What follows belongs to an exercise in optimizing a design on an open flow for small area, a short achievable clock period and few clock cycles per item; a production flow would make more cautious choices. At most, simulation tests tie the RTL to the original design; equivalence was not proved. Only the layout flow was run in run 2; the RTL was not checked for function there.

==> flow/design.v (outline; a module is shown in full before it is edited, if it fits) <==
// module ydl_corr_cordic: 694 lines
// module ydl_angle_engine: 235 lines
module ydl_angle_engine (
    input  wire        clk,
    input  wire        rst,
    input  wire        hdr_valid,
    output wire        hdr_ready,
    input  wire [15:0] hdr_start_code,
    input  wire [15:0] hdr_end_code,
    input  wire [7:0]  hdr_count,
    input  wire [13:0] hdr_dist_first,
    input  wire [13:0] hdr_dist_last,
    input  wire        smp_valid,
    output wire        smp_ready,
    input  wire [23:0] smp_raw,
    output wire        out_valid,
    input  wire        out_ready,
    output reg  [15:0] out_angle,
    output reg  [13:0] out_dist,
    output reg  [9:0]  out_intensity,
    output reg         out_last
);
  // ...
==> flow/run.sh <==
#!/bin/bash
# synth_recipe.tcl (not shown) runs the flow's synth.tcl, then flattens the netlist and writes it again
# the make line also repeats each setting of config.mk as NAME=value (left out here)
make -C /OpenROAD-flow-scripts/flow DESIGN_CONFIG=/design/flow/config.mk WORK_HOME=/design/flow/orfs CLKGATE_MAP_FILE= SYNTH_SCRIPT=/design/flow/synth_recipe.tcl finish
==> flow/config.mk <==
export PLATFORM = sky130hd
export DESIGN_NAME = ydl_angle_engine
export DESIGN_NICKNAME = ydl_angle_engine
export VERILOG_FILES = /design/flow/design.v
export SDC_FILE = /design/flow/constraint.sdc
export NUM_CORES = 4
export LEC_CHECK = 0
export ABC_AREA = 1
export CAP_MARGIN = 20
export CORE_MARGIN = 2
export CORE_UTILIZATION = 40
export SLEW_MARGIN = 20
==> flow/constraint.sdc <==
create_clock -name core_clock -period 12.0 [get_ports {clk}]
set_input_delay 2.4000 -clock core_clock [delete_from_list [all_inputs] [get_ports {clk}]]
set_output_delay 2.4000 -clock core_clock [all_outputs]
set_load 0.01 [all_outputs]
==> results_dict.tcl, run 1 <==
set metrics [dict create \
    multi_input_area_sq_um 28500 \
    cts_hold_buf 0 \
    ctsRootBufferMaster "clkbuf_16" \
    clk_share 0.0526 \
    initial_core_util 0.402 \
    grt_max_degree 196 \
    met1_usage 0.257 \
    synth_area_per_cell_sq_um 9.90 \
    largest_class "multi-input gates" \
    reg2reg_slack_ns 6.53 \
    final_cells 8375 \
    final_cell_mix "nand2_1, edfxtp_1, inv_1, ha_1, a21oi_1" \
    status "timing/DRC/antenna clean" \
    cp_num_buf_inv 5 \
    critPathArrivalTime_ns 5.91 \
    globalRouteMet2Util 0.298 \
    firstDrtPassIters 6 \
    ant_nets 0 \
    num_antenna_cells 2 \
    multi_input_area_share 0.422 \
    grtUsageMet3 0.0211 \
    cp_slowest_cell "o41ai_1" \
    num_io_pins 141 \
    postSynth.asyncResetShare 0 \
    seqCellArea_sq_um 28400 \
    yosysSeqAreaShare 0.472 \
    grtUsageTotal 0.183 \
    clockBufferDepth 3 \
    dr_wl_met2_microns 63600 \
    antenna_found_initial 3 \
    comb.multi_input.count 4251 \
    first_global_vias 41500 \
]
Testbench counts, summed over its fixed seeds: cycles 60,086, items 56,574.
==> module ydl_corr_cordic, before the edit <==
module ydl_corr_cordic (
    input  wire          clk,
    input  wire          rst,
    input  wire          en,
    input  wire          in_v,
    input  wire [25:0]   in_pay,
    input  wire [13:0]   in_d,
    input  wire [20:0]   in_z,
    input  wire          in_conv,
    output wire          out_v,
    output wire [25:0]   out_pay,
    output wire [20:0]   out_z,
    output wire [15:0]   out_ang
);
    reg [3:0] sh;
    always @(*) begin
        casez (in_d)
            14'b1?????????????: sh = 4'd0;
            14'b01????????????: sh = 4'd1;
            14'b001???????????: sh = 4'd2;
            14'b0001??????????: sh = 4'd3;
            14'b00001?????????: sh = 4'd4;
            14'b000001????????: sh = 4'd5;
            14'b0000001???????: sh = 4'd6;
            14'b00000001??????: sh = 4'd7;
            14'b000000001?????: sh = 4'd8;
            14'b0000000001????: sh = 4'd9;
            14'b00000000001???: sh = 4'd9;
            14'b000000000001??: sh = 4'd9;
            14'b0000000000001?: sh = 4'd9;
            14'b00000000000001: sh = 4'd9;
            default: sh = 4'd9;
        endcase
    end
    wire        dz = (in_d == 14'd0);
    wire [13:0] dn = in_d << sh;
    reg  [17:0] k1, k2;
    always @(*) begin
        case ({dz, sh})
            5'd0: begin k1 = 18'd147; k2 = 18'd195; end
            5'd1: begin k1 = 18'd294; k2 = 18'd390; end
            5'd2: begin k1 = 18'd588; k2 = 18'd780; end
            5'd3: begin k1 = 18'd1176; k2 = 18'd1560; end
            5'd4: begin k1 = 18'd2352; k2 = 18'd3121; end
            5'd5: begin k1 = 18'd4705; k2 = 18'd6241; end
            5'd6: begin k1 = 18'd9409; k2 = 18'd12482; end
            5'd7: begin k1 = 18'd18819; k2 = 18'd24965; end
            5'd8: begin k1 = 18'd37638; k2 = 18'd49930; end
            5'd9: begin k1 = 18'd75275; k2 = 18'd99859; end
            default: begin k1 = 18'd78499; k2 = 18'd202970; end
        endcase
    end
    wire        m_n1 = dz | (in_d >= 14'd25);
    reg  [17:0] kx, ky;
    always @(*) begin
        case ({dz, m_n1, sh})
            6'd0: begin kx = 18'd244; ky = 18'd122; end
            6'd1: begin kx = 18'd489; ky = 18'd243; end
            6'd2: begin kx = 18'd978; ky = 18'd486; end
            6'd3: begin kx = 18'd1956; ky = 18'd972; end
            6'd4: begin kx = 18'd3912; ky = 18'd1945; end
            6'd5: begin kx = 18'd7825; ky = 18'd3889; end
            6'd6: begin kx = 18'd15650; ky = 18'd7778; end
            6'd7: begin kx = 18'd31301; ky = 18'd15556; end
            6'd8: begin kx = 18'd62603; ky = 18'd31111; end
            6'd9: begin kx = 18'd125204; ky = 18'd62222; end
            6'd16: begin kx = 18'd50; ky = 18'd268; end
            6'd17: begin kx = 18'd99; ky = 18'd537; end
            6'd18: begin kx = 18'd198; ky = 18'd1074; end
            6'd19: begin kx = 18'd396; ky = 18'd2148; end
            6'd20: begin kx = 18'd792; ky = 18'd4297; end
            6'd21: begin kx = 18'd1585; ky = 18'd8593; end
            6'd22: begin kx = 18'd3168; ky = 18'd17186; end
            6'd23: begin kx = 18'd6337; ky = 18'd34374; end
            6'd24: begin kx = 18'd12673; ky = 18'd68749; end
            6'd25: begin kx = 18'd25346; ky = 18'd137496; end
            6'd57: begin kx = 18'd108086; ky = 18'd242219; end
            default: begin kx = 18'd0; ky = 18'd0; end
        endcase
    end
    wire [17:0] m_dp = {1'b0, dn, 3'd0};
    wire [17:0] m_dh = {2'b0, dn, 2'd0};
    wire [17:0] m_xa = m_n1 ? m_dp : 18'd0;
    wire [17:0] m_ya = m_n1 ? 18'd0 : m_dp;
    wire px1_s = m_xa[0] ^ m_dh[0];
    wire px1_c = m_xa[0] & m_dh[0];
    wire px2_s = m_xa[1] ^ m_dh[1] ^ kx[1];
    wire px2_c = (m_xa[1] & m_dh[1]) | (m_xa[1] & kx[1]) | (m_dh[1] & kx[1]);
    wire px3_s = m_xa[2] ^ m_dh[2] ^ kx[2];
    wire px3_c = (m_xa[2] & m_dh[2]) | (m_xa[2] & kx[2]) | (m_dh[2] & kx[2]);
    wire px4_s = m_xa[3] ^ m_dh[3] ^ kx[3];
    wire px4_c = (m_xa[3] & m_dh[3]) | (m_xa[3] & kx[3]) | (m_dh[3] & kx[3]);
    wire px5_s = m_xa[4] ^ m_dh[4] ^ kx[4];
    wire px5_c = (m_xa[4] & m_dh[4]) | (m_xa[4] & kx[4]) | (m_dh[4] & kx[4]);
    wire px6_s = m_xa[5] ^ m_dh[5] ^ kx[5];
    wire px6_c = (m_xa[5] & m_dh[5]) | (m_xa[5] & kx[5]) | (m_dh[5] & kx[5]);
    wire px7_s = m_xa[6] ^ m_dh[6] ^ kx[6];
    wire px7_c = (m_xa[6] & m_dh[6]) | (m_xa[6] & kx[6]) | (m_dh[6] & kx[6]);
    wire px8_s = m_xa[7] ^ m_dh[7] ^ kx[7];
    wire px8_c = (m_xa[7] & m_dh[7]) | (m_xa[7] & kx[7]) | (m_dh[7] & kx[7]);
    wire px9_s = m_xa[8] ^ m_dh[8] ^ kx[8];
    wire px9_c = (m_xa[8] & m_dh[8]) | (m_xa[8] & kx[8]) | (m_dh[8] & kx[8]);
    wire px10_s = m_xa[9] ^ m_dh[9] ^ kx[9];
    wire px10_c = (m_xa[9] & m_dh[9]) | (m_xa[9] & kx[9]) | (m_dh[9] & kx[9]);
    wire px11_s = m_xa[10] ^ m_dh[10] ^ kx[10];
    wire px11_c = (m_xa[10] & m_dh[10]) | (m_xa[10] & kx[10]) | (m_dh[10] & kx[10]);
    wire px12_s = m_xa[11] ^ m_dh[11] ^ kx[11];
    wire px12_c = (m_xa[11] & m_dh[11]) | (m_xa[11] & kx[11]) | (m_dh[11] & kx[11]);
    wire px13_s = m_xa[12] ^ m_dh[12] ^ kx[12];
    wire px13_c = (m_xa[12] & m_dh[12]) | (m_xa[12] & kx[12]) | (m_dh[12] & kx[12]);
    wire px14_s = m_xa[13] ^ m_dh[13] ^ kx[13];
    wire px14_c = (m_xa[13] & m_dh[13]) | (m_xa[13] & kx[13]) | (m_dh[13] & kx[13]);
    wire px15_s = m_xa[14] ^ m_dh[14] ^ kx[14];
    wire px15_c = (m_xa[14] & m_dh[14]) | (m_xa[14] & kx[14]) | (m_dh[14] & kx[14]);
    wire px16_s = m_xa[15] ^ m_dh[15] ^ kx[15];
    wire px16_c = (m_xa[15] & m_dh[15]) | (m_xa[15] & kx[15]) | (m_dh[15] & kx[15]);
    wire px17_s = m_xa[16] ^ m_dh[16] ^ kx[16];
    wire px17_c = (m_xa[16] & m_dh[16]) | (m_xa[16] & kx[16]) | (m_dh[16] & kx[16]);
    wire px18_s = m_xa[17] ^ m_dh[17] ^ kx[17];
    wire px18_c = (m_xa[17] & m_dh[17]) | (m_xa[17] & kx[17]) | (m_dh[17] & kx[17]);
    wire [17:0] x_s0 = {px17_c, px16_c, px15_c, px14_c, px13_c, px12_c, px11_c, px10_c, px9_c, px8_c, px7_c, px6_c, px5_c, px4_c, px3_c, px2_c, px1_c, px1_s} + {px18_s, px17_s, px16_s, px15_s, px14_s, px13_s, px12_s, px11_s, px10_s, px9_s, px8_s, px7_s, px6_s, px5_s, px4_s, px3_s, px2_s, kx[0]};
    wire py19_s = ky[1] ^ ~m_dh[1];
    wire py19_c = ky[1] & ~m_dh[1];
    wire py20_s = ky[2] ^ ~m_dh[2];
    wire py20_c = ky[2] & ~m_dh[2];
    wire py21_s = ky[3] ^ ~m_dh[3];
    wire py21_c = ky[3] & ~m_dh[3];
    wire py22_s = ky[4] ^ ~m_dh[4];
    wire py22_c = ky[4] & ~m_dh[4];
    wire py23_s = ky[5] ^ ~m_dh[5];
    wire py23_c = ky[5] & ~m_dh[5];
    wire py24_s = ky[6] ^ ~m_dh[6];
    wire py24_c = ky[6] & ~m_dh[6];
    wire py25_s = ky[7] ^ ~m_dh[7];
    wire py25_c = ky[7] & ~m_dh[7];
    wire py26_s = ky[8] ^ ~m_dh[8];
    wire py26_c = ky[8] & ~m_dh[8];
    wire py27_s = ky[9] ^ ~m_dh[9];
    wire py27_c = ky[9] & ~m_dh[9];
    wire py28_s = ky[10] ^ ~m_dh[10];
    wire py28_c = ky[10] & ~m_dh[10];
    wire py29_s = ky[11] ^ ~m_dh[11];
    wire py29_c = ky[11] & ~m_dh[11];
    wire py30_s = ky[12] ^ ~m_dh[12];
    wire py30_c = ky[12] & ~m_dh[12];
    wire py31_s = ky[13] ^ ~m_dh[13];
    wire py31_c = ky[13] & ~m_dh[13];
    wire py32_s = ky[14] ^ ~m_dh[14];
    wire py32_c = ky[14] & ~m_dh[14];
    wire py33_s = ky[15] ^ ~m_dh[15];
    wire py33_c = ky[15] & ~m_dh[15];
    wire py34_s = ky[16] ^ ~m_dh[16];
    wire py34_c = ky[16] & ~m_dh[16];
    wire py35_s = ky[17] ^ ~m_dh[17];
    wire py35_c = ky[17] & ~m_dh[17];
    wire py36_s = ky[0] ^ ~m_dh[0];
    wire py36_c = ky[0] & ~m_dh[0];
    wire py37_s = py19_s ^ ~m_ya[1] ^ 1'b1;
    wire py37_c = (py19_s & ~m_ya[1]) | (py19_s & 1'b1) | (~m_ya[1] & 1'b1);
    wire py38_s = py19_c ^ py20_s ^ ~m_ya[2];
    wire py38_c = (py19_c & py20_s) | (py19_c & ~m_ya[2]) | (py20_s & ~m_ya[2]);
    wire py39_s = py20_c ^ py21_s ^ ~m_ya[3];
    wire py39_c = (py20_c & py21_s) | (py20_c & ~m_ya[3]) | (py21_s & ~m_ya[3]);
    wire py40_s = py21_c ^ py22_s ^ ~m_ya[4];
    wire py40_c = (py21_c & py22_s) | (py21_c & ~m_ya[4]) | (py22_s & ~m_ya[4]);
    wire py41_s = py22_c ^ py23_s ^ ~m_ya[5];
    wire py41_c = (py22_c & py23_s) | (py22_c & ~m_ya[5]) | (py23_s & ~m_ya[5]);
    wire py42_s = py23_c ^ py24_s ^ ~m_ya[6];
    wire py42_c = (py23_c & py24_s) | (py23_c & ~m_ya[6]) | (py24_s & ~m_ya[6]);
    wire py43_s = py24_c ^ py25_s ^ ~m_ya[7];
    wire py43_c = (py24_c & py25_s) | (py24_c & ~m_ya[7]) | (py25_s & ~m_ya[7]);
    wire py44_s = py25_c ^ py26_s ^ ~m_ya[8];
    wire py44_c = (py25_c & py26_s) | (py25_c & ~m_ya[8]) | (py26_s & ~m_ya[8]);
    wire py45_s = py26_c ^ py27_s ^ ~m_ya[9];
    wire py45_c = (py26_c & py27_s) | (py26_c & ~m_ya[9]) | (py27_s & ~m_ya[9]);
    wire py46_s = py27_c ^ py28_s ^ ~m_ya[10];
    wire py46_c = (py27_c & py28_s) | (py27_c & ~m_ya[10]) | (py28_s & ~m_ya[10]);
    wire py47_s = py28_c ^ py29_s ^ ~m_ya[11];
    wire py47_c = (py28_c & py29_s) | (py28_c & ~m_ya[11]) | (py29_s & ~m_ya[11]);
    wire py48_s = py29_c ^ py30_s ^ ~m_ya[12];
    wire py48_c = (py29_c & py30_s) | (py29_c & ~m_ya[12]) | (py30_s & ~m_ya[12]);
    wire py49_s = py30_c ^ py31_s ^ ~m_ya[13];
    wire py49_c = (py30_c & py31_s) | (py30_c & ~m_ya[13]) | (py31_s & ~m_ya[13]);
    wire py50_s = py31_c ^ py32_s ^ ~m_ya[14];
    wire py50_c = (py31_c & py32_s) | (py31_c & ~m_ya[14]) | (py32_s & ~m_ya[14]);
    wire py51_s = py32_c ^ py33_s ^ ~m_ya[15];
    wire py51_c = (py32_c & py33_s) | (py32_c & ~m_ya[15]) | (py33_s & ~m_ya[15]);
    wire py52_s = py33_c ^ py34_s ^ ~m_ya[16];
    wire py52_c = (py33_c & py34_s) | (py33_c & ~m_ya[16]) | (py34_s & ~m_ya[16]);
    wire py53_s = py34_c ^ py35_s ^ ~m_ya[17];
    wire py53_c = (py34_c & py35_s) | (py34_c & ~m_ya[17]) | (py35_s & ~m_ya[17]);
    wire [17:0] y_s0 = {py52_c, py51_c, py50_c, py49_c, py48_c, py47_c, py46_c, py45_c, py44_c, py43_c, py42_c, py41_c, py40_c, py39_c, py38_c, py37_c, py36_c, py36_s} + {py53_s, py52_s, py51_s, py50_s, py49_s, py48_s, py47_s, py46_s, py45_s, py44_s, py43_s, py42_s, py41_s, py40_s, py39_s, py38_s, py37_s, ~m_ya[0]};
    reg [17:0] x_r1;
    reg [17:0] y_r1;
    reg [20:0] z_r1;
    reg [0:0] conv_r1;
    reg [25:0] pay_r1;
    always @(posedge clk) if (en) begin x_r1 <= x_s0; y_r1 <= y_s0; z_r1 <= in_z; conv_r1 <= in_conv; pay_r1 <= in_pay; end
    reg v_r1;
    always @(posedge clk) if (rst) v_r1 <= 1'b0; else if (en) v_r1 <= in_v;
    reg p1_r1; always @(posedge clk) if (en) p1_r1 <= ~m_n1;
    wire n2 = y_r1[17];
    wire signed [23:0] ye2 = $signed(y_r1);
    wire signed [23:0] xe2 = {6'd0, x_r1};
    wire signed [23:0] xs2 = xe2 >>> 2;
    wire signed [23:0] ys2 = ye2 >>> 2;
    wire [24:0] yc2 = {ye2, 1'b1} + {xs2 ^ {24{~n2}}, ~n2};
    wire [23:0] yn2 = yc2[24:1];
    wire [24:0] xc2 = {xe2, 1'b1} + {ys2 ^ {24{n2}}, n2};
    wire [23:0] xn2 = xc2[24:1];
    wire [17:0] x_i2 = xn2[17:0];
    wire [16:0] y_i2 = yn2[16:0];
    wire [21:0] cv_m = z_r1[14:0] * 22'd91;
    wire [21:0] z_cm = conv_r1 ? cv_m : {1'b0, z_r1};
    wire n3 = y_i2[16];
    wire signed [23:0] ye3 = $signed(y_i2);
    wire signed [23:0] xe3 = {6'd0, x_i2};
    wire signed [23:0] xs3 = xe3 >>> 3;
    wire signed [23:0] ys3 = ye3 >>> 3;
    wire [24:0] yc3 = {ye3, 1'b1} + {xs3 ^ {24{~n3}}, ~n3};
    wire [23:0] yn3 = yc3[24:1];
    wire [24:0] xc3 = {xe3, 1'b1} + {ys3 ^ {24{n3}}, n3};
    wire [23:0] xn3 = xc3[24:1];
    wire [17:0] x_i3 = xn3[17:0];
    wire [15:0] y_i3 = yn3[15:0];
    reg [17:0] x_r3;
    reg [15:0] y_r3;
    reg [21:0] z_r3;
    reg [0:0] conv_r3;
    reg [25:0] pay_r3;
    always @(posedge clk) if (en) begin x_r3 <= x_i3; y_r3 <= y_i3; z_r3 <= z_cm; conv_r3 <= conv_r1; pay_r3 <= pay_r1; end
    reg v_r3;
    always @(posedge clk) if (rst) v_r3 <= 1'b0; else if (en) v_r3 <= v_r1;
    reg p1_r3; always @(posedge clk) if (en) p1_r3 <= p1_r1;
    reg p2_r3; always @(posedge clk) if (en) p2_r3 <= ~n2;
    reg p3_r3; always @(posedge clk) if (en) p3_r3 <= ~n3;
    wire n4 = y_r3[15];
    wire signed [23:0] ye4 = $signed(y_r3);
    wire signed [23:0] xe4 = {6'd0, x_r3};
    wire signed [23:0] xs4 = xe4 >>> 4;
    wire signed [23:0] ys4 = ye4 >>> 4;
    wire [24:0] yc4 = {ye4, 1'b1} + {xs4 ^ {24{~n4}}, ~n4};
    wire [23:0] yn4 = yc4[24:1];
    wire [24:0] xc4 = {xe4, 1'b1} + {ys4 ^ {24{n4}}, n4};
    wire [23:0] xn4 = xc4[24:1];
    wire [17:0] x_i4 = xn4[17:0];
    wire [14:0] y_i4 = yn4[14:0];
    wire [21:0] cv_m2 = z_r3;
    wire [20:0] cv_t = cv_m2[20:0] + {11'd0, cv_m2[21:12]} + 21'd23;
    wire [20:0] z_cv = conv_r3 ? cv_t : z_r3[20:0];
    wire n5 = y_i4[14];
    wire signed [23:0] ye5 = $signed(y_i4);
    wire signed [23:0] xe5 = {6'd0, x_i4};
    wire signed [23:0] xs5 = xe5 >>> 5;
    wire signed [23:0] ys5 = ye5 >>> 5;
    wire [24:0] yc5 = {ye5, 1'b1} + {xs5 ^ {24{~n5}}, ~n5};
    wire [23:0] yn5 = yc5[24:1];
    wire [24:0] xc5 = {xe5, 1'b1} + {ys5 ^ {24{n5}}, n5};
    wire [23:0] xn5 = xc5[24:1];
    wire [17:0] x_i5 = xn5[17:0];
    wire [13:0] y_i5 = yn5[13:0];
    reg [17:0] x_r5;
    reg [13:0] y_r5;
    reg [20:0] z_r5;
    reg [25:0] pay_r5;
    always @(posedge clk) if (en) begin x_r5 <= x_i5; y_r5 <= y_i5; z_r5 <= z_cv; pay_r5 <= pay_r3; end
    reg v_r5;
    always @(posedge clk) if (rst) v_r5 <= 1'b0; else if (en) v_r5 <= v_r3;
    reg p1_r5; always @(posedge clk) if (en) p1_r5 <= p1_r3;
    reg p2_r5; always @(posedge clk) if (en) p2_r5 <= p2_r3;
    reg p3_r5; always @(posedge clk) if (en) p3_r5 <= p3_r3;
    reg p4_r5; always @(posedge clk) if (en) p4_r5 <= ~n4;
    reg p5_r5; always @(posedge clk) if (en) p5_r5 <= ~n5;
    wire n6 = y_r5[13];
    wire signed [23:0] ye6 = $signed(y_r5);
    wire signed [23:0] xe6 = {6'd0, x_r5};
    wire signed [23:0] xs6 = xe6 >>> 6;
    wire signed [23:0] ys6 = ye6 >>> 6;
    wire [24:0] yc6 = {ye6, 1'b1} + {xs6 ^ {24{~n6}}, ~n6};
    wire [23:0] yn6 = yc6[24:1];
    wire [24:0] xc6 = {xe6, 1'b1} + {ys6 ^ {24{n6}}, n6};
    wire [23:0] xn6 = xc6[24:1];
    wire [17:0] x_i6 = xn6[17:0];
    wire [12:0] y_i6 = yn6[12:0];
    wire n7 = y_i6[12];
    wire signed [23:0] ye7 = $signed(y_i6);
    wire signed [23:0] xe7 = {6'd0, x_i6};
    wire signed [23:0] xs7 = xe7 >>> 7;
    wire signed [23:0] ys7 = ye7 >>> 7;
    wire [24:0] yc7 = {ye7, 1'b1} + {xs7 ^ {24{~n7}}, ~n7};
    wire [23:0] yn7 = yc7[24:1];
    wire [11:0] y_i7 = yn7[11:0];
    reg [17:0] x_r7;
    reg [11:0] y_r7;
    reg [20:0] z_r7;
    reg [25:0] pay_r7;
    always @(posedge clk) if (en) begin x_r7 <= x_i6; y_r7 <= y_i7; z_r7 <= z_r5; pay_r7 <= pay_r5; end
    reg v_r7;
    always @(posedge clk) if (rst) v_r7 <= 1'b0; else if (en) v_r7 <= v_r5;
    reg p1_r7; always @(posedge clk) if (en) p1_r7 <= p1_r5;
    reg p2_r7; always @(posedge clk) if (en) p2_r7 <= p2_r5;
    reg p3_r7; always @(posedge clk) if (en) p3_r7 <= p3_r5;
    reg p4_r7; always @(posedge clk) if (en) p4_r7 <= p4_r5;
    reg p5_r7; always @(posedge clk) if (en) p5_r7 <= p5_r5;
    reg p6_r7; always @(posedge clk) if (en) p6_r7 <= ~n6;
    reg p7_r7; always @(posedge clk) if (en) p7_r7 <= ~n7;
    wire n8 = y_r7[11];
    wire signed [23:0] ye8 = $signed(y_r7);
    wire signed [23:0] xe8 = {6'd0, x_r7};
    wire signed [23:0] xs8 = xe8 >>> 8;
    wire signed [23:0] ys8 = ye8 >>> 8;
    wire [24:0] yc8 = {ye8, 1'b1} + {xs8 ^ {24{~n8}}, ~n8};
    wire [23:0] yn8 = yc8[24:1];
    wire [10:0] y_i8 = yn8[10:0];
    wire n9 = y_i8[10];
    wire signed [23:0] ye9 = $signed(y_i8);
    wire signed [23:0] xe9 = {6'd0, x_r7};
    wire signed [23:0] xs9 = xe9 >>> 9;
    wire signed [23:0] ys9 = ye9 >>> 9;
    wire [24:0] yc9 = {ye9, 1'b1} + {xs9 ^ {24{~n9}}, ~n9};
    wire [23:0] yn9 = yc9[24:1];
    wire [9:0] y_i9 = yn9[9:0];
    reg [17:0] x_r9;
    reg [9:0] y_r9;
    reg [20:0] z_r9;
    reg [25:0] pay_r9;
    always @(posedge clk) if (en) begin x_r9 <= x_r7; y_r9 <= y_i9; z_r9 <= z_r7; pay_r9 <= pay_r7; end
    reg v_r9;
    always @(posedge clk) if (rst) v_r9 <= 1'b0; else if (en) v_r9 <= v_r7;
    reg p1_r9; always @(posedge clk) if (en) p1_r9 <= p1_r7;
    reg p2_r9; always @(posedge clk) if (en) p2_r9 <= p2_r7;
    reg p3_r9; always @(posedge clk) if (en) p3_r9 <= p3_r7;
    reg p4_r9; always @(posedge clk) if (en) p4_r9 <= p4_r7;
    reg p5_r9; always @(posedge clk) if (en) p5_r9 <= p5_r7;
    reg p6_r9; always @(posedge clk) if (en) p6_r9 <= p6_r7;
    reg p7_r9; always @(posedge clk) if (en) p7_r9 <= p7_r7;
    reg p8_r9; always @(posedge clk) if (en) p8_r9 <= ~n8;
    reg p9_r9; always @(posedge clk) if (en) p9_r9 <= ~n9;
    wire n10 = y_r9[9];
    wire signed [23:0] ye10 = $signed(y_r9);
    wire signed [23:0] xe10 = {6'd0, x_r9};
    wire signed [23:0] xs10 = xe10 >>> 10;
    wire signed [23:0] ys10 = ye10 >>> 10;
    wire [24:0] yc10 = {ye10, 1'b1} + {xs10 ^ {24{~n10}}, ~n10};
    wire [23:0] yn10 = yc10[24:1];
    wire [8:0] y_i10 = yn10[8:0];
    wire n11 = y_i10[8];
    wire signed [23:0] ye11 = $signed(y_i10);
    wire signed [23:0] xe11 = {6'd0, x_r9};
    wire signed [23:0] xs11 = xe11 >>> 11;
    wire signed [23:0] ys11 = ye11 >>> 11;
    wire [24:0] yc11 = {ye11, 1'b1} + {xs11 ^ {24{~n11}}, ~n11};
    wire [23:0] yn11 = yc11[24:1];
    wire [7:0] y_i11 = yn11[7:0];
    reg [17:0] x_r11;
    reg [7:0] y_r11;
    reg [20:0] z_r11;
    reg [25:0] pay_r11;
    always @(posedge clk) if (en) begin x_r11 <= x_r9; y_r11 <= y_i11; z_r11 <= z_r9; pay_r11 <= pay_r9; end
    reg v_r11;
    always @(posedge clk) if (rst) v_r11 <= 1'b0; else if (en) v_r11 <= v_r9;
    reg p1_r11; always @(posedge clk) if (en) p1_r11 <= p1_r9;
    reg p2_r11; always @(posedge clk) if (en) p2_r11 <= p2_r9;
    reg p3_r11; always @(posedge clk) if (en) p3_r11 <= p3_r9;
    reg p4_r11; always @(posedge clk) if (en) p4_r11 <= p4_r9;
    reg p5_r11; always @(posedge clk) if (en) p5_r11 <= p5_r9;
    reg p6_r11; always @(posedge clk) if (en) p6_r11 <= p6_r9;
    reg p7_r11; always @(posedge clk) if (en) p7_r11 <= p7_r9;
    reg p8_r11; always @(posedge clk) if (en) p8_r11 <= p8_r9;
    reg p9_r11; always @(posedge clk) if (en) p9_r11 <= p9_r9;
    reg p10_r11; always @(posedge clk) if (en) p10_r11 <= ~n10;
    reg p11_r11; always @(posedge clk) if (en) p11_r11 <= ~n11;
    wire n12 = y_r11[7];
    wire signed [23:0] ye12 = $signed(y_r11);
    wire signed [23:0] xe12 = {6'd0, x_r11};
    wire signed [23:0] xs12 = xe12 >>> 12;
    wire signed [23:0] ys12 = ye12 >>> 12;
    wire [24:0] yc12 = {ye12, 1'b1} + {xs12 ^ {24{~n12}}, ~n12};
    wire [23:0] yn12 = yc12[24:1];
    wire [6:0] y_i12 = yn12[6:0];
    wire n13 = y_i12[6];
    wire signed [23:0] ye13 = $signed(y_i12);
    wire signed [23:0] xe13 = {6'd0, x_r11};
    wire signed [23:0] xs13 = xe13 >>> 13;
    wire signed [23:0] ys13 = ye13 >>> 13;
    wire [24:0] yc13 = {ye13, 1'b1} + {xs13 ^ {24{~n13}}, ~n13};
    wire [23:0] yn13 = yc13[24:1];
    wire [5:0] y_i13 = yn13[5:0];
    wire ta54_s = z_r11[1] ^ p1_r11;
    wire ta54_c = z_r11[1] & p1_r11;
    wire ta55_s = z_r11[2] ^ p2_r11 ^ p3_r11;
    wire ta55_c = (z_r11[2] & p2_r11) | (z_r11[2] & p3_r11) | (p2_r11 & p3_r11);
    wire ta56_s = p4_r11 ^ p5_r11;
    wire ta56_c = p4_r11 & p5_r11;
    wire ta57_s = z_r11[3] ^ p2_r11;
    wire ta57_c = z_r11[3] & p2_r11;
    wire ta58_s = z_r11[4] ^ 1'b1;
    wire ta58_c = z_r11[4] & 1'b1;
    wire ta59_s = z_r11[5] ^ p5_r11;
    wire ta59_c = z_r11[5] & p5_r11;
    wire ta60_s = z_r11[6] ^ 1'b1 ^ p2_r11;
    wire ta60_c = (z_r11[6] & 1'b1) | (z_r11[6] & p2_r11) | (1'b1 & p2_r11);
    wire ta61_s = p3_r11 ^ p4_r11;
    wire ta61_c = p3_r11 & p4_r11;
    wire ta62_s = z_r11[7] ^ p2_r11 ^ p4_r11;
    wire ta62_c = (z_r11[7] & p2_r11) | (z_r11[7] & p4_r11) | (p2_r11 & p4_r11);
    wire ta63_s = z_r11[8] ^ 1'b1;
    wire ta63_c = z_r11[8] & 1'b1;
    wire ta64_s = ta54_s ^ p2_r11 ^ p5_r11;
    wire ta64_c = (ta54_s & p2_r11) | (ta54_s & p5_r11) | (p2_r11 & p5_r11);
    wire ta65_s = ta54_c ^ ta55_s ^ ta56_s;
    wire ta65_c = (ta54_c & ta55_s) | (ta54_c & ta56_s) | (ta55_s & ta56_s);
    wire ta66_s = p6_r11 ^ p10_r11;
    wire ta66_c = p6_r11 & p10_r11;
    wire ta67_s = ta55_c ^ ta56_c ^ ta57_s;
    wire ta67_c = (ta55_c & ta56_c) | (ta55_c & ta57_s) | (ta56_c & ta57_s);
    wire ta68_s = p6_r11 ^ p9_r11 ^ p10_r11;
    wire ta68_c = (p6_r11 & p9_r11) | (p6_r11 & p10_r11) | (p9_r11 & p10_r11);
    wire ta69_s = ta57_c ^ ta58_s ^ p5_r11;
    wire ta69_c = (ta57_c & ta58_s) | (ta57_c & p5_r11) | (ta58_s & p5_r11);
    wire ta70_s = p6_r11 ^ p8_r11 ^ p9_r11;
    wire ta70_c = (p6_r11 & p8_r11) | (p6_r11 & p9_r11) | (p8_r11 & p9_r11);
    wire ta71_s = ta58_c ^ ta59_s ^ p6_r11;
    wire ta71_c = (ta58_c & ta59_s) | (ta58_c & p6_r11) | (ta59_s & p6_r11);
    wire ta72_s = p7_r11 ^ p8_r11 ^ ~n12;
    wire ta72_c = (p7_r11 & p8_r11) | (p7_r11 & ~n12) | (p8_r11 & ~n12);
    wire ta73_s = ta59_c ^ ta60_s ^ ta61_s;
    wire ta73_c = (ta59_c & ta60_s) | (ta59_c & ta61_s) | (ta60_s & ta61_s);
    wire ta74_s = p5_r11 ^ p7_r11 ^ p11_r11;
    wire ta74_c = (p5_r11 & p7_r11) | (p5_r11 & p11_r11) | (p7_r11 & p11_r11);
    wire ta75_s = ta60_c ^ ta61_c ^ ta62_s;
    wire ta75_c = (ta60_c & ta61_c) | (ta60_c & ta62_s) | (ta61_c & ta62_s);
    wire ta76_s = p6_r11 ^ p10_r11 ^ ~n12;
    wire ta76_c = (p6_r11 & p10_r11) | (p6_r11 & ~n12) | (p10_r11 & ~n12);
    wire ta77_s = ta62_c ^ ta63_s ^ p1_r11;
    wire ta77_c = (ta62_c & ta63_s) | (ta62_c & p1_r11) | (ta63_s & p1_r11);
    wire ta78_s = p5_r11 ^ p9_r11 ^ p11_r11;
    wire ta78_c = (p5_r11 & p9_r11) | (p5_r11 & p11_r11) | (p9_r11 & p11_r11);
    wire ta79_s = ta63_c ^ z_r11[9] ^ p2_r11;
    wire ta79_c = (ta63_c & z_r11[9]) | (ta63_c & p2_r11) | (z_r11[9] & p2_r11);
    wire ta80_s = p4_r11 ^ p8_r11 ^ p10_r11;
    wire ta80_c = (p4_r11 & p8_r11) | (p4_r11 & p10_r11) | (p8_r11 & p10_r11);
    wire ta81_s = z_r11[10] ^ p2_r11 ^ p3_r11;
    wire ta81_c = (z_r11[10] & p2_r11) | (z_r11[10] & p3_r11) | (p2_r11 & p3_r11);
    wire ta82_s = p7_r11 ^ p9_r11;
    wire ta82_c = p7_r11 & p9_r11;
    wire ta83_s = z_r11[11] ^ 1'b1 ^ p1_r11;
    wire ta83_c = (z_r11[11] & 1'b1) | (z_r11[11] & p1_r11) | (1'b1 & p1_r11);
    wire ta84_s = p2_r11 ^ p6_r11 ^ p8_r11;
    wire ta84_c = (p2_r11 & p6_r11) | (p2_r11 & p8_r11) | (p6_r11 & p8_r11);
    wire ta85_s = z_r11[12] ^ p1_r11 ^ p2_r11;
    wire ta85_c = (z_r11[12] & p1_r11) | (z_r11[12] & p2_r11) | (p1_r11 & p2_r11);
    wire ta86_s = p5_r11 ^ p7_r11;
    wire ta86_c = p5_r11 & p7_r11;
    wire ta87_s = z_r11[13] ^ 1'b1 ^ p1_r11;
    wire ta87_c = (z_r11[13] & 1'b1) | (z_r11[13] & p1_r11) | (1'b1 & p1_r11);
    wire ta88_s = p2_r11 ^ p4_r11 ^ p6_r11;
    wire ta88_c = (p2_r11 & p4_r11) | (p2_r11 & p6_r11) | (p4_r11 & p6_r11);
    wire ta89_s = z_r11[14] ^ 1'b1 ^ p2_r11;
    wire ta89_c = (z_r11[14] & 1'b1) | (z_r11[14] & p2_r11) | (1'b1 & p2_r11);
    wire ta90_s = p3_r11 ^ p5_r11;
    wire ta90_c = p3_r11 & p5_r11;
    wire ta91_s = z_r11[15] ^ p1_r11;
    wire ta91_c = z_r11[15] & p1_r11;
    wire ta92_s = ta64_s ^ p6_r11;
    wire ta92_c = ta64_s & p6_r11;
    wire ta93_s = ta64_c ^ ta65_s ^ ta66_s;
    wire ta93_c = (ta64_c & ta65_s) | (ta64_c & ta66_s) | (ta65_s & ta66_s);
    wire ta94_s = ta65_c ^ ta66_c ^ ta67_s;
    wire ta94_c = (ta65_c & ta66_c) | (ta65_c & ta67_s) | (ta66_c & ta67_s);
    wire ta95_s = ta67_c ^ ta68_c ^ ta69_s;
    wire ta95_c = (ta67_c & ta68_c) | (ta67_c & ta69_s) | (ta68_c & ta69_s);
    wire ta96_s = ta69_c ^ ta70_c ^ ta71_s;
    wire ta96_c = (ta69_c & ta70_c) | (ta69_c & ta71_s) | (ta70_c & ta71_s);
    wire ta97_s = ta71_c ^ ta72_c ^ ta73_s;
    wire ta97_c = (ta71_c & ta72_c) | (ta71_c & ta73_s) | (ta72_c & ta73_s);
    wire ta98_s = ta73_c ^ ta74_c ^ ta75_s;
    wire ta98_c = (ta73_c & ta74_c) | (ta73_c & ta75_s) | (ta74_c & ta75_s);
    wire ta99_s = ta75_c ^ ta76_c ^ ta77_s;
    wire ta99_c = (ta75_c & ta76_c) | (ta75_c & ta77_s) | (ta76_c & ta77_s);
    wire ta100_s = ta77_c ^ ta78_c ^ ta79_s;
    wire ta100_c = (ta77_c & ta78_c) | (ta77_c & ta79_s) | (ta78_c & ta79_s);
    wire ta101_s = ta79_c ^ ta80_c ^ ta81_s;
    wire ta101_c = (ta79_c & ta80_c) | (ta79_c & ta81_s) | (ta80_c & ta81_s);
    wire ta102_s = ta81_c ^ ta82_c ^ ta83_s;
    wire ta102_c = (ta81_c & ta82_c) | (ta81_c & ta83_s) | (ta82_c & ta83_s);
    wire ta103_s = ta83_c ^ ta84_c ^ ta85_s;
    wire ta103_c = (ta83_c & ta84_c) | (ta83_c & ta85_s) | (ta84_c & ta85_s);
    wire ta104_s = ta85_c ^ ta86_c ^ ta87_s;
    wire ta104_c = (ta85_c & ta86_c) | (ta85_c & ta87_s) | (ta86_c & ta87_s);
    wire ta105_s = ta87_c ^ ta88_c ^ ta89_s;
    wire ta105_c = (ta87_c & ta88_c) | (ta87_c & ta89_s) | (ta88_c & ta89_s);
    wire ta106_s = ta89_c ^ ta90_c ^ ta91_s;
    wire ta106_c = (ta89_c & ta90_c) | (ta89_c & ta91_s) | (ta90_c & ta91_s);
    wire ta107_s = ta91_c ^ z_r11[16];
    wire ta107_c = ta91_c & z_r11[16];
    wire ta108_s = z_r11[17] ^ 1'b1;
    wire ta108_c = z_r11[17] & 1'b1;
    wire ta109_s = z_r11[18] ^ 1'b1;
    wire ta109_c = z_r11[18] & 1'b1;
    wire ta110_s = ta92_s ^ p11_r11;
    wire ta110_c = ta92_s & p11_r11;
    wire ta111_s = ta92_c ^ ta93_s ^ p11_r11;
    wire ta111_c = (ta92_c & ta93_s) | (ta92_c & p11_r11) | (ta93_s & p11_r11);
    wire ta112_s = ta93_c ^ ta94_s ^ ta68_s;
    wire ta112_c = (ta93_c & ta94_s) | (ta93_c & ta68_s) | (ta94_s & ta68_s);
    wire ta113_s = ta94_c ^ ta95_s ^ ta70_s;
    wire ta113_c = (ta94_c & ta95_s) | (ta94_c & ta70_s) | (ta95_s & ta70_s);
    wire ta114_s = ta95_c ^ ta96_s ^ ta72_s;
    wire ta114_c = (ta95_c & ta96_s) | (ta95_c & ta72_s) | (ta96_s & ta72_s);
    wire ta115_s = ta96_c ^ ta97_s ^ ta74_s;
    wire ta115_c = (ta96_c & ta97_s) | (ta96_c & ta74_s) | (ta97_s & ta74_s);
    wire ta116_s = ta97_c ^ ta98_s ^ ta76_s;
    wire ta116_c = (ta97_c & ta98_s) | (ta97_c & ta76_s) | (ta98_s & ta76_s);
    wire ta117_s = ta98_c ^ ta99_s ^ ta78_s;
    wire ta117_c = (ta98_c & ta99_s) | (ta98_c & ta78_s) | (ta99_s & ta78_s);
    wire ta118_s = ta99_c ^ ta100_s ^ ta80_s;
    wire ta118_c = (ta99_c & ta100_s) | (ta99_c & ta80_s) | (ta100_s & ta80_s);
    wire ta119_s = ta100_c ^ ta101_s ^ ta82_s;
    wire ta119_c = (ta100_c & ta101_s) | (ta100_c & ta82_s) | (ta101_s & ta82_s);
    wire ta120_s = ta101_c ^ ta102_s ^ ta84_s;
    wire ta120_c = (ta101_c & ta102_s) | (ta101_c & ta84_s) | (ta102_s & ta84_s);
    wire ta121_s = ta102_c ^ ta103_s ^ ta86_s;
    wire ta121_c = (ta102_c & ta103_s) | (ta102_c & ta86_s) | (ta103_s & ta86_s);
    wire ta122_s = ta103_c ^ ta104_s ^ ta88_s;
    wire ta122_c = (ta103_c & ta104_s) | (ta103_c & ta88_s) | (ta104_s & ta88_s);
    wire ta123_s = ta104_c ^ ta105_s ^ ta90_s;
    wire ta123_c = (ta104_c & ta105_s) | (ta104_c & ta90_s) | (ta105_s & ta90_s);
    wire ta124_s = ta105_c ^ ta106_s ^ p4_r11;
    wire ta124_c = (ta105_c & ta106_s) | (ta105_c & p4_r11) | (ta106_s & p4_r11);
    wire ta125_s = ta106_c ^ ta107_s ^ p3_r11;
    wire ta125_c = (ta106_c & ta107_s) | (ta106_c & p3_r11) | (ta107_s & p3_r11);
    wire ta126_s = ta107_c ^ ta108_s ^ p2_r11;
    wire ta126_c = (ta107_c & ta108_s) | (ta107_c & p2_r11) | (ta108_s & p2_r11);
    wire ta127_s = ta108_c ^ ta109_s ^ p1_r11;
    wire ta127_c = (ta108_c & ta109_s) | (ta108_c & p1_r11) | (ta109_s & p1_r11);
    wire ta128_s = ta109_c ^ z_r11[19] ^ 1'b1;
    wire ta128_c = (ta109_c & z_r11[19]) | (ta109_c & 1'b1) | (z_r11[19] & 1'b1);
    wire ta129_s = z_r11[20] ^ 1'b1;
    wire ta129_c = z_r11[20] & 1'b1;
    reg [17:0] x_r13;
    reg [5:0] y_r13;
    reg [25:0] pay_r13;
    always @(posedge clk) if (en) begin x_r13 <= x_r11; y_r13 <= y_i13; pay_r13 <= pay_r11; end
    reg v_r13;
    always @(posedge clk) if (rst) v_r13 <= 1'b0; else if (en) v_r13 <= v_r11;
    reg p13_r13; always @(posedge clk) if (en) p13_r13 <= ~n13;
    reg [20:0] ra_r13, rb_r13;
    always @(posedge clk) if (en) begin ra_r13 <= {ta128_c, ta127_c, ta126_c, ta125_c, ta124_c, ta123_c, ta122_c, ta121_c, ta120_c, ta119_c, ta118_c, ta117_c, ta116_c, ta115_c, ta114_c, ta113_c, ta112_c, ta111_c, ta110_c, ta110_s, z_r11[0]}; rb_r13 <= {ta129_s, ta128_s, ta127_s, ta126_s, ta125_s, ta124_s, ta123_s, ta122_s, ta121_s, ta120_s, ta119_s, ta118_s, ta117_s, ta116_s, ta115_s, ta114_s, ta113_s, ta112_s, ta111_s, ~n12, 1'b0}; end
    wire n14 = y_r13[5];
    wire signed [23:0] ye14 = $signed(y_r13);
    wire signed [23:0] xe14 = {6'd0, x_r13};
    wire signed [23:0] xs14 = xe14 >>> 14;
    wire signed [23:0] ys14 = ye14 >>> 14;
    wire [24:0] yc14 = {ye14, 1'b1} + {xs14 ^ {24{~n14}}, ~n14};
    wire [23:0] yn14 = yc14[24:1];
    wire [4:0] y_i14 = yn14[4:0];
    wire n15 = y_i14[4];
    wire tb130_s = p13_r13 ^ ~n15;
    wire tb130_c = p13_r13 & ~n15;
    wire tb131_s = ~n14 ^ ra_r13[5];
    wire tb131_c = ~n14 & ra_r13[5];
    wire tb132_s = p13_r13 ^ ra_r13[6];
    wire tb132_c = p13_r13 & ra_r13[6];
    wire tb133_s = p13_r13 ^ ra_r13[1];
    wire tb133_c = p13_r13 & ra_r13[1];
    wire tb134_s = ~n15 ^ ra_r13[2] ^ rb_r13[2];
    wire tb134_c = (~n15 & ra_r13[2]) | (~n15 & rb_r13[2]) | (ra_r13[2] & rb_r13[2]);
    wire tb135_s = ~n14 ^ ra_r13[3] ^ rb_r13[3];
    wire tb135_c = (~n14 & ra_r13[3]) | (~n14 & rb_r13[3]) | (ra_r13[3] & rb_r13[3]);
    wire tb136_s = tb130_s ^ ra_r13[4] ^ rb_r13[4];
    wire tb136_c = (tb130_s & ra_r13[4]) | (tb130_s & rb_r13[4]) | (ra_r13[4] & rb_r13[4]);
    wire tb137_s = tb130_c ^ tb131_s ^ rb_r13[5];
    wire tb137_c = (tb130_c & tb131_s) | (tb130_c & rb_r13[5]) | (tb131_s & rb_r13[5]);
    wire tb138_s = tb131_c ^ tb132_s ^ rb_r13[6];
    wire tb138_c = (tb131_c & tb132_s) | (tb131_c & rb_r13[6]) | (tb132_s & rb_r13[6]);
    wire tb139_s = tb132_c ^ ra_r13[7] ^ rb_r13[7];
    wire tb139_c = (tb132_c & ra_r13[7]) | (tb132_c & rb_r13[7]) | (ra_r13[7] & rb_r13[7]);
    wire tb140_s = ra_r13[8] ^ rb_r13[8];
    wire tb140_c = ra_r13[8] & rb_r13[8];
    wire tb141_s = ra_r13[9] ^ rb_r13[9];
    wire tb141_c = ra_r13[9] & rb_r13[9];
    wire tb142_s = ra_r13[10] ^ rb_r13[10];
    wire tb142_c = ra_r13[10] & rb_r13[10];
    wire tb143_s = ra_r13[11] ^ rb_r13[11];
    wire tb143_c = ra_r13[11] & rb_r13[11];
    wire tb144_s = ra_r13[12] ^ rb_r13[12];
    wire tb144_c = ra_r13[12] & rb_r13[12];
    wire tb145_s = ra_r13[13] ^ rb_r13[13];
    wire tb145_c = ra_r13[13] & rb_r13[13];
    wire tb146_s = ra_r13[14] ^ rb_r13[14];
    wire tb146_c = ra_r13[14] & rb_r13[14];
    wire tb147_s = ra_r13[15] ^ rb_r13[15];
    wire tb147_c = ra_r13[15] & rb_r13[15];
    wire tb148_s = ra_r13[16] ^ rb_r13[16];
    wire tb148_c = ra_r13[16] & rb_r13[16];
    wire tb149_s = ra_r13[17] ^ rb_r13[17];
    wire tb149_c = ra_r13[17] & rb_r13[17];
    wire tb150_s = ra_r13[18] ^ rb_r13[18];
    wire tb150_c = ra_r13[18] & rb_r13[18];
    wire tb151_s = ra_r13[19] ^ rb_r13[19];
    wire tb151_c = ra_r13[19] & rb_r13[19];
    wire tb152_s = ra_r13[20] ^ rb_r13[20];
    wire tb152_c = ra_r13[20] & rb_r13[20];
    wire [20:0] z_sum = {tb151_c, tb150_c, tb149_c, tb148_c, tb147_c, tb146_c, tb145_c, tb144_c, tb143_c, tb142_c, tb141_c, tb140_c, tb139_c, tb138_c, tb137_c, tb136_c, tb135_c, tb134_c, tb133_c, tb133_s, ra_r13[0]} + {tb152_s, tb151_s, tb150_s, tb149_s, tb148_s, tb147_s, tb146_s, tb145_s, tb144_s, tb143_s, tb142_s, tb141_s, tb140_s, tb139_s, tb138_s, tb137_s, tb136_s, tb135_s, tb134_s, rb_r13[1], rb_r13[0]};
    reg  [20:0] z_q;
    reg  [25:0] pay_q;
    reg         v_q;
    always @(posedge clk) if (en) begin z_q <= z_sum; pay_q <= pay_r13; end
    always @(posedge clk) if (rst) v_q <= 1'b0; else if (en) v_q <= v_r13;
    assign out_z = z_q;
    assign out_pay = pay_q;
    assign out_v = v_q;
    wire m153_s = z_q[5] ^ z_q[3];
    wire m153_c = z_q[5] & z_q[3];
    wire m154_s = z_q[6] ^ z_q[4] ^ z_q[3];
    wire m154_c = (z_q[6] & z_q[4]) | (z_q[6] & z_q[3]) | (z_q[4] & z_q[3]);
    wire m155_s = z_q[7] ^ z_q[5] ^ z_q[4];
    wire m155_c = (z_q[7] & z_q[5]) | (z_q[7] & z_q[4]) | (z_q[5] & z_q[4]);
    wire m156_s = z_q[8] ^ z_q[6] ^ z_q[5];
    wire m156_c = (z_q[8] & z_q[6]) | (z_q[8] & z_q[5]) | (z_q[6] & z_q[5]);
    wire m157_s = z_q[9] ^ z_q[7] ^ z_q[6];
    wire m157_c = (z_q[9] & z_q[7]) | (z_q[9] & z_q[6]) | (z_q[7] & z_q[6]);
    wire m158_s = z_q[10] ^ z_q[8] ^ z_q[7];
    wire m158_c = (z_q[10] & z_q[8]) | (z_q[10] & z_q[7]) | (z_q[8] & z_q[7]);
    wire m159_s = z_q[11] ^ z_q[9] ^ z_q[8];
    wire m159_c = (z_q[11] & z_q[9]) | (z_q[11] & z_q[8]) | (z_q[9] & z_q[8]);
    wire m160_s = z_q[12] ^ z_q[10] ^ z_q[9];
    wire m160_c = (z_q[12] & z_q[10]) | (z_q[12] & z_q[9]) | (z_q[10] & z_q[9]);
    wire m161_s = z_q[13] ^ z_q[11] ^ z_q[10];
    wire m161_c = (z_q[13] & z_q[11]) | (z_q[13] & z_q[10]) | (z_q[11] & z_q[10]);
    wire m162_s = z_q[14] ^ z_q[12] ^ z_q[11];
    wire m162_c = (z_q[14] & z_q[12]) | (z_q[14] & z_q[11]) | (z_q[12] & z_q[11]);
    wire m163_s = z_q[15] ^ z_q[13] ^ z_q[12];
    wire m163_c = (z_q[15] & z_q[13]) | (z_q[15] & z_q[12]) | (z_q[13] & z_q[12]);
    wire m164_s = z_q[16] ^ z_q[14] ^ z_q[13];
    wire m164_c = (z_q[16] & z_q[14]) | (z_q[16] & z_q[13]) | (z_q[14] & z_q[13]);
    wire m165_s = z_q[17] ^ z_q[15] ^ z_q[14];
    wire m165_c = (z_q[17] & z_q[15]) | (z_q[17] & z_q[14]) | (z_q[15] & z_q[14]);
    wire m166_s = z_q[18] ^ z_q[16] ^ z_q[15];
    wire m166_c = (z_q[18] & z_q[16]) | (z_q[18] & z_q[15]) | (z_q[16] & z_q[15]);
    wire m167_s = z_q[19] ^ z_q[17] ^ z_q[16];
    wire m167_c = (z_q[19] & z_q[17]) | (z_q[19] & z_q[16]) | (z_q[17] & z_q[16]);
    wire m168_s = z_q[20] ^ z_q[18] ^ z_q[17];
    wire m168_c = (z_q[20] & z_q[18]) | (z_q[20] & z_q[17]) | (z_q[18] & z_q[17]);
    wire m169_s = z_q[19] ^ z_q[18];
    wire m169_c = z_q[19] & z_q[18];
    wire m170_s = z_q[20] ^ z_q[19];
    wire m170_c = z_q[20] & z_q[19];
    wire m171_s = z_q[3] ^ z_q[1];
    wire m171_c = z_q[3] & z_q[1];
    wire m172_s = z_q[4] ^ z_q[2] ^ z_q[1];
    wire m172_c = (z_q[4] & z_q[2]) | (z_q[4] & z_q[1]) | (z_q[2] & z_q[1]);
    wire m173_s = m153_s ^ z_q[2] ^ z_q[0];
    wire m173_c = (m153_s & z_q[2]) | (m153_s & z_q[0]) | (z_q[2] & z_q[0]);
    wire m174_s = m153_c ^ m154_s ^ z_q[1];
    wire m174_c = (m153_c & m154_s) | (m153_c & z_q[1]) | (m154_s & z_q[1]);
    wire m175_s = m154_c ^ m155_s ^ z_q[2];
    wire m175_c = (m154_c & m155_s) | (m154_c & z_q[2]) | (m155_s & z_q[2]);
    wire m176_s = m155_c ^ m156_s ^ z_q[3];
    wire m176_c = (m155_c & m156_s) | (m155_c & z_q[3]) | (m156_s & z_q[3]);
    wire m177_s = m156_c ^ m157_s ^ z_q[4];
    wire m177_c = (m156_c & m157_s) | (m156_c & z_q[4]) | (m157_s & z_q[4]);
    wire m178_s = m157_c ^ m158_s ^ z_q[5];
    wire m178_c = (m157_c & m158_s) | (m157_c & z_q[5]) | (m158_s & z_q[5]);
    wire m179_s = m158_c ^ m159_s ^ z_q[6];
    wire m179_c = (m158_c & m159_s) | (m158_c & z_q[6]) | (m159_s & z_q[6]);
    wire m180_s = m159_c ^ m160_s ^ z_q[7];
    wire m180_c = (m159_c & m160_s) | (m159_c & z_q[7]) | (m160_s & z_q[7]);
    wire m181_s = m160_c ^ m161_s ^ z_q[8];
    wire m181_c = (m160_c & m161_s) | (m160_c & z_q[8]) | (m161_s & z_q[8]);
    wire m182_s = m161_c ^ m162_s ^ z_q[9];
    wire m182_c = (m161_c & m162_s) | (m161_c & z_q[9]) | (m162_s & z_q[9]);
    wire m183_s = m162_c ^ m163_s ^ z_q[10];
    wire m183_c = (m162_c & m163_s) | (m162_c & z_q[10]) | (m163_s & z_q[10]);
    wire m184_s = m163_c ^ m164_s ^ z_q[11];
    wire m184_c = (m163_c & m164_s) | (m163_c & z_q[11]) | (m164_s & z_q[11]);
    wire m185_s = m164_c ^ m165_s ^ z_q[12];
    wire m185_c = (m164_c & m165_s) | (m164_c & z_q[12]) | (m165_s & z_q[12]);
    wire m186_s = m165_c ^ m166_s ^ z_q[13];
    wire m186_c = (m165_c & m166_s) | (m165_c & z_q[13]) | (m166_s & z_q[13]);
    wire m187_s = m166_c ^ m167_s ^ z_q[14];
    wire m187_c = (m166_c & m167_s) | (m166_c & z_q[14]) | (m167_s & z_q[14]);
    wire m188_s = m167_c ^ m168_s ^ z_q[15];
    wire m188_c = (m167_c & m168_s) | (m167_c & z_q[15]) | (m168_s & z_q[15]);
    wire m189_s = m168_c ^ m169_s ^ z_q[16];
    wire m189_c = (m168_c & m169_s) | (m168_c & z_q[16]) | (m169_s & z_q[16]);
    wire m190_s = m169_c ^ m170_s ^ z_q[17];
    wire m190_c = (m169_c & m170_s) | (m169_c & z_q[17]) | (m170_s & z_q[17]);
    wire m191_s = m170_c ^ z_q[20] ^ z_q[18];
    wire m191_c = (m170_c & z_q[20]) | (m170_c & z_q[18]) | (z_q[20] & z_q[18]);
    wire [26:0] m45 = {1'b0, z_q[20], m191_c, m190_c, m189_c, m188_c, m187_c, m186_c, m185_c, m184_c, m183_c, m182_c, m181_c, m180_c, m179_c, m178_c, m177_c, m176_c, m175_c, m174_c, m173_c, m172_c, m171_c, m171_s, z_q[2], z_q[1], z_q[0]} + {1'b0, 1'b0, z_q[19], m191_s, m190_s, m189_s, m188_s, m187_s, m186_s, m185_s, m184_s, m183_s, m182_s, m181_s, m180_s, m179_s, m178_s, m177_s, m176_s, m175_s, m174_s, m173_s, m172_s, z_q[0], z_q[0], 1'b0, 1'b0};
    assign out_ang = m45[26:11];
endmodule
==> run 2: changes to the inputs <==
--- a/flow/design.v
+++ b/flow/design.v
@@ -1,44 +1,27 @@
 module ydl_corr_cordic (
     input  wire          clk,
     input  wire          rst,
     input  wire          en,
     input  wire          in_v,
     input  wire [25:0]   in_pay,
     input  wire [13:0]   in_d,
+    input  wire [13:0]   in_dn,      
+    input  wire [3:0]    in_sh,      
     input  wire [20:0]   in_z,
     input  wire          in_conv,
     output wire          out_v,
     output wire [25:0]   out_pay,
     output wire [20:0]   out_z,
     output wire [15:0]   out_ang
 );
-    reg [3:0] sh;
-    always @(*) begin
-        casez (in_d)
-            14'b1?????????????: sh = 4'd0;
-            14'b01????????????: sh = 4'd1;
-            14'b001???????????: sh = 4'd2;
-            14'b0001??????????: sh = 4'd3;
-            14'b00001?????????: sh = 4'd4;
-            14'b000001????????: sh = 4'd5;
-            14'b0000001???????: sh = 4'd6;
-            14'b00000001??????: sh = 4'd7;
-            14'b000000001?????: sh = 4'd8;
-            14'b0000000001????: sh = 4'd9;
-            14'b00000000001???: sh = 4'd9;
-            14'b000000000001??: sh = 4'd9;
-            14'b0000000000001?: sh = 4'd9;
-            14'b00000000000001: sh = 4'd9;
-            default: sh = 4'd9;
-        endcase
-    end
-    wire        dz = (in_d == 14'd0);
-    wire [13:0] dn = in_d << sh;
+    wire [3:0]  sh = in_sh;
+    wire        dz = (in_dn == 14'd0);
+    wire [13:0] dn = in_dn;
     reg  [17:0] k1, k2;
     always @(*) begin
         case ({dz, sh})
             5'd0: begin k1 = 18'd147; k2 = 18'd195; end
             5'd1: begin k1 = 18'd294; k2 = 18'd390; end
             5'd2: begin k1 = 18'd588; k2 = 18'd780; end
             5'd3: begin k1 = 18'd1176; k2 = 18'd1560; end
             5'd4: begin k1 = 18'd2352; k2 = 18'd3121; end
@@ -743,27 +726,46 @@
     wire        w_bub = w_nb & ((w_st == W_S0) | (w_st == W_S1));
     assign hdr_ready = (w_st == W_DONE) & ~p_v;
     assign smp_ready = en & e_act & ~w_bub;
     wire        hdr_take = hdr_valid & hdr_ready;
     wire        smp_take = smp_valid & smp_ready;
     wire        e_last = (e_rem == 8'd1);
     wire        p_to_e = p_v & (~e_act | (smp_take & e_last));
     reg         r0_v, r0_b, r0_last, r0_conv;
-    reg  [13:0] r0_d;
+    reg  [13:0] r0_d, r0_dn;
+    reg  [3:0]  r0_sh;
     reg  [9:0]  r0_int;
     reg  [20:0] r0_z;
     always @(posedge clk) begin
         if (rst)
             r0_v <= 1'b0;
         else if (en)
             r0_v <= w_bub | smp_take;
     end
+    wire [13:0] i_d = w_bub ? ((w_st == W_S0) ? hdr_dist_first : hdr_dist_last) : smp_raw[23:10];
+    reg  [3:0]  i_sh;
+    always @(*) begin
+        casez (i_d)
+            14'b1?????????????: i_sh = 4'd0;
+            14'b01????????????: i_sh = 4'd1;
+            14'b001???????????: i_sh = 4'd2;
+            14'b0001??????????: i_sh = 4'd3;
+            14'b00001?????????: i_sh = 4'd4;
+            14'b000001????????: i_sh = 4'd5;
+            14'b0000001???????: i_sh = 4'd6;
+            14'b00000001??????: i_sh = 4'd7;
+            14'b000000001?????: i_sh = 4'd8;
+            default:            i_sh = 4'd9;
+        endcase
+    end
     always @(posedge clk) begin
         if (en) begin
+            r0_sh <= i_sh;
+            r0_dn <= i_d << i_sh;
             if (w_bub) begin
                 r0_b    <= 1'b1;
                 r0_last <= (w_st == W_S1);
                 r0_conv <= 1'b1;
                 r0_d    <= (w_st == W_S0) ? hdr_dist_first : hdr_dist_last;
                 r0_z    <= {6'd0, (w_st == W_S0) ? hdr_start_code[15:1] : hdr_end_code[15:1]};
                 r0_int  <= 10'd0;
             end else begin
@@ -782,16 +784,18 @@
     wire [15:0] x_ang;
     ydl_corr_cordic u_corr (
         .clk    (clk),
         .rst    (rst),
         .en     (en),
         .in_v   (r0_v),
         .in_pay ({r0_b, r0_last, r0_int, r0_d}),
         .in_d   (r0_d),
+        .in_dn  (r0_dn),
+        .in_sh  (r0_sh),
         .in_z   (r0_z),
         .in_conv(r0_conv),
         .out_v  (x_v),
         .out_pay(x_pay),
         .out_z  (x_z),
         .out_ang(x_ang)
     );
     wire        x_b    = x_pay[25];
==> run 2 against run 1 <==
Clock skew shrank 0.073 ns. Count of clock-buffer cells in the layout rose by 1. Sequential share of layout area rose by 0.23 points. Wire length is 3.6% higher. Synthesized cell count increased by 2.7%. Fmax fell by 6.3%. Non-clock buffer count up 5. Worst hold slack improved by 0.030 ns. Critical endpoint unchanged. Final area increased by 1.3%. Area after synthesis rose by 1.7%. Critical path type unchanged. Global-route usage is 0.066 points higher.
==> results_dict.tcl, run 2 <==
set metrics [dict create \
    clockBufferDepth 3 \
    grt-ovfl-total 0 \
    grt_max_degree 199 \
    synth_edf_count 947 \
    num_io_pins 141 \
    synth_cell_types 64 \
    startpoint_type "register" \
    first_global_vias 41500 \
    synth_top_area_share 0.465 \
    port_buffers 138 \
    crit_type "register to register" \
    die_w_microns 395 \
    crit_start "r0_dn[13]$_DFFE_PN_" \
    vias 42900 \
    critPathArrivalTime_ns 6.29 \
    synth_flop_cell "edfxtp_1" \
    worstReg2RegStart "r0_dn[13]$_DFFE_PN_" \
    fin_crit_sh 0.487 \
    firstDrtPassIters 6 \
    syn_inst 6237 \
    yosysWarnings 2 \
    status "timing/DRC/antenna clean" \
    drt_wl_total_microns 144000 \
    post_cts_buffers 0 \
    antenna_found_initial 9 \
    cts_sinks 970 \
    cp_slowest_cell "o31ai_1" \
    drc 0 \
    synth.largest_area_cell "edfxtp_1" \
    ant_nets 0 \
    areaGrowthSynthToFinish_pct 11.8 \
    clkLatencyLatePin_ns 0.71 \
    clkSlewWorstSetupHoldPaths_ns 0.07 \
    cts_buffers 100 \
    yosysMostFrequentCell "nand2_1" \
    setup-tns-final_ns 0 \
    hold_violations 0 \
    required_ns 12.44 \
    place_inst 8337 \
    place_congestion 0.911 \
    initial_core_util 0.403 \
    synth_area_per_cell_sq_um 9.81 \
    fmax_mhz 171 \
    cts_tree "done" \
    drtIter0Drc 3199 \
    vias_per_cell 5.03 \
    cp.depth 23 \
    hold_path_class "register to register" \
    hold_start "u_corr.pay_r3[17]$_DFFE_PN_" \
    path_cells "inv_1 > nand4_1 > nor2_1 > nand2_1 > nand3_1 > buf_4 > inv_1 > nor2_1 > nor2_1 > a31oi_1 > nor2_1 > ha_1 > inv_1 > fa_1 > inv_1 > ha_1 > nand2_1 > o31ai_1 > a31oi_1 > o21ai_0 > nand2_1 > nand2_1 > xor2_1" \
    path_max_fanout 45 \
    r2r_end "u_corr.y_r1[14]$_DFFE_PN_" \
    wl_per_cell_microns 16.9 \
    max-slew-margin-rel 0.213 \
    final_cells 8526 \
    die_y_microns 395 \
    cap_viol_max_count 0 \
    dpl.hpwl_microns 111000 \
    grt_pass1_wl_microns 227000 \
    grtUsageTotal 0.183 \
    layout_commonest_cell "nand2_1" \
    cts_max_level 3 \
    die_area_sq_um 156000 \
    cts_resized 0 \
    maxSlewViolCount 0 \
    critPathTopFamily "simple AND/OR/NAND/NOR gates" \
    yosysSeqAreaShare 0.472 \
    period_needed_ns 5.84 \
    end_kind "register" \
    final_cell_mix "nand2_1, edfxtp_1, inv_1, ha_1, a21oi_1" \
    setup-violations-final 0 \
    reg2reg_slack_ns 6.16 \
    fp.coreArea_sq_um 152000 \
    synth_common_cells "nand2_1, edfxtp_1, inv_1" \
    cp_num_buf_inv 5 \
    final_nets 7181 \
    r2r_cells 23 \
    rows 143 \
    ctsRootBufferMaster "clkbuf_16" \
    critPathMaxStageDelay_ns 0.53 \
    ys_seq_elements 970 \
    cts_hold_buf 0 \
    endpoint "u_corr.y_r1[14]$_DFFE_PN_" \
    tightest_slew_ns 1.17 \
    drive_gt1_frac 0.0405 \
    rsz0062_at_grt "false" \
    fin_area_sq_um 68400 \
    clock-skew-final_ns 0.0254 \
    postSynth.asyncResetShare 0 \
    postPlaceCellArea_sq_um 65000 \
    synthTopCellsByArea "edfxtp_1, ha_1, nand2_1, fa_1, inv_1" \
    syn_area_sq_um 61200 \
]
[run 2: changes by cell type after synthesis, sizes merged, moves of 9 or more]
cell | previous run | this run
inv | 786 | 859
o211ai | 14 | 23
nand3b | 15 | 25
xnor2 | 179 | 190
a31oi | 66 | 51
o21ai | 304 | 327
edfxtp | 929 | 947
nor2 | 351 | 341
nand2 | 1306 | 1342
clkbuf | 56 | 65
o21a | 24 | 14
[run 2: kinds of logic (layout without fill, tap and decap cells)]
kind of cell | count (synthesis) | after routing | share of synthesized area
flops | 970 | 970 | 0.472
xor+xnor | 517 | 517 | 0.0740
fa+ha+maj | 675 | 675 | 0.159
simple gates | 2140 | 2140 | 0.147
other cells | 0 | 2 | 0
buf+inv | 963 | 1220 | 0.0599
compound gates | 972 | 972 | 0.0883
[run 2: area by class of cell]
type | instances | area [sq um]
Timing Repair Buffer | 169 | 1650
Antenna cell | 2 | 5.00
Tap cell | 2030 | 2540
Fill cell | 14300 | 83500
Clock inverter | 63 | 718
Clock buffer | 124 | 2700
Multi-Input combinational cell | 4304 | 28700
Inverter | 864 | 3250
Sequential cell | 970 | 28900
[run 2: worst register-to-register path: cells and delay by family (launching register included)]
family | cells | cell delay (ns)
xor gates and xnor gates | 1 | 0.07
and+or+nand+nor | 10 | 1.62
buffers and inverters | 5 | 1.13
adders and majority gates | 3 | 1.13
DFF | 1 | 0.42
AOI/OAI and AO/OA | 4 | 1.20
[run 2: stage by stage]
stage / worst slack (ns) / hold slack, ns / utilization
2_1_floorplan: 2.40 / 0.400 / -
3_3_place_gp: 6.18 / 0.400 / 0.428
3_5_place_dp: 6.25 / 0.405 / 0.428
4_1_cts: 6.20 / 0.405 / 0.450
5_1_grt: 5.75 / 0.410 / 0.450
6_report: 6.16 / 0.403 / 0.450
[run 2: metal layers]
layer	global-route usage	wire [microns]	up-vias	share of wire
li1	-	-	21500	-
met1	0.257	67300	20300	0.47
met2	0.297	66400	898	0.46
met3	0.0276	7230	187	0.050
met4	0.0455	3300	6	0.023
met5	0	36	-	0.00025
[run 2: worst min-delay path by stage]
| stage | end | slack [ns] | cells after the start |
|---|---|---|---|
| final | u_corr.pay_r5[17]$_DFFE_PN_ | 0.40 | 0 |
| after global routing | u_corr.pay_r13[23]$_DFFE_PN_ | 0.41 | 0 |
| after CTS | u_corr.p5_r9$_DFFE_PN_ | 0.41 | 0 |
| after detailed placement | e_step[14]$_DFFE_PP_ | 0.40 | 0 |
| after global placement | u_corr.pay_r3[4]$_DFFE_PN_ | 0.40 | 0 |
| after floorplan | e_conv$_DFFE_PP_ | 0.40 | 0 |

afterwards: timing with drivers on the ports:
In the flow no input, the clock included, has a driving cell. The finished layouts below were timed again as built, in two steps. Step 1, drivers: a clkbuf_16 drives clk and a buf_2 each remaining input, both assumed. Step 2, shift: input delay + t, output delay - t, t = (earliest + latest rising clock arrival at the registers) / 2. This alone moves slack from input paths to output paths. Slacks: ideal / step 1 / step 2; pairs: ideal / step 1.
run | t (ns) | setup WS [ns] | pins driven straight from the clock port
run 1 | 0.783 | 6.526 / 6.454 / 6.526 | 1
run 2 | 0.783 | 6.155 / 6.155 / 6.155 | 1
After both steps every run listed still meets setup and hold.
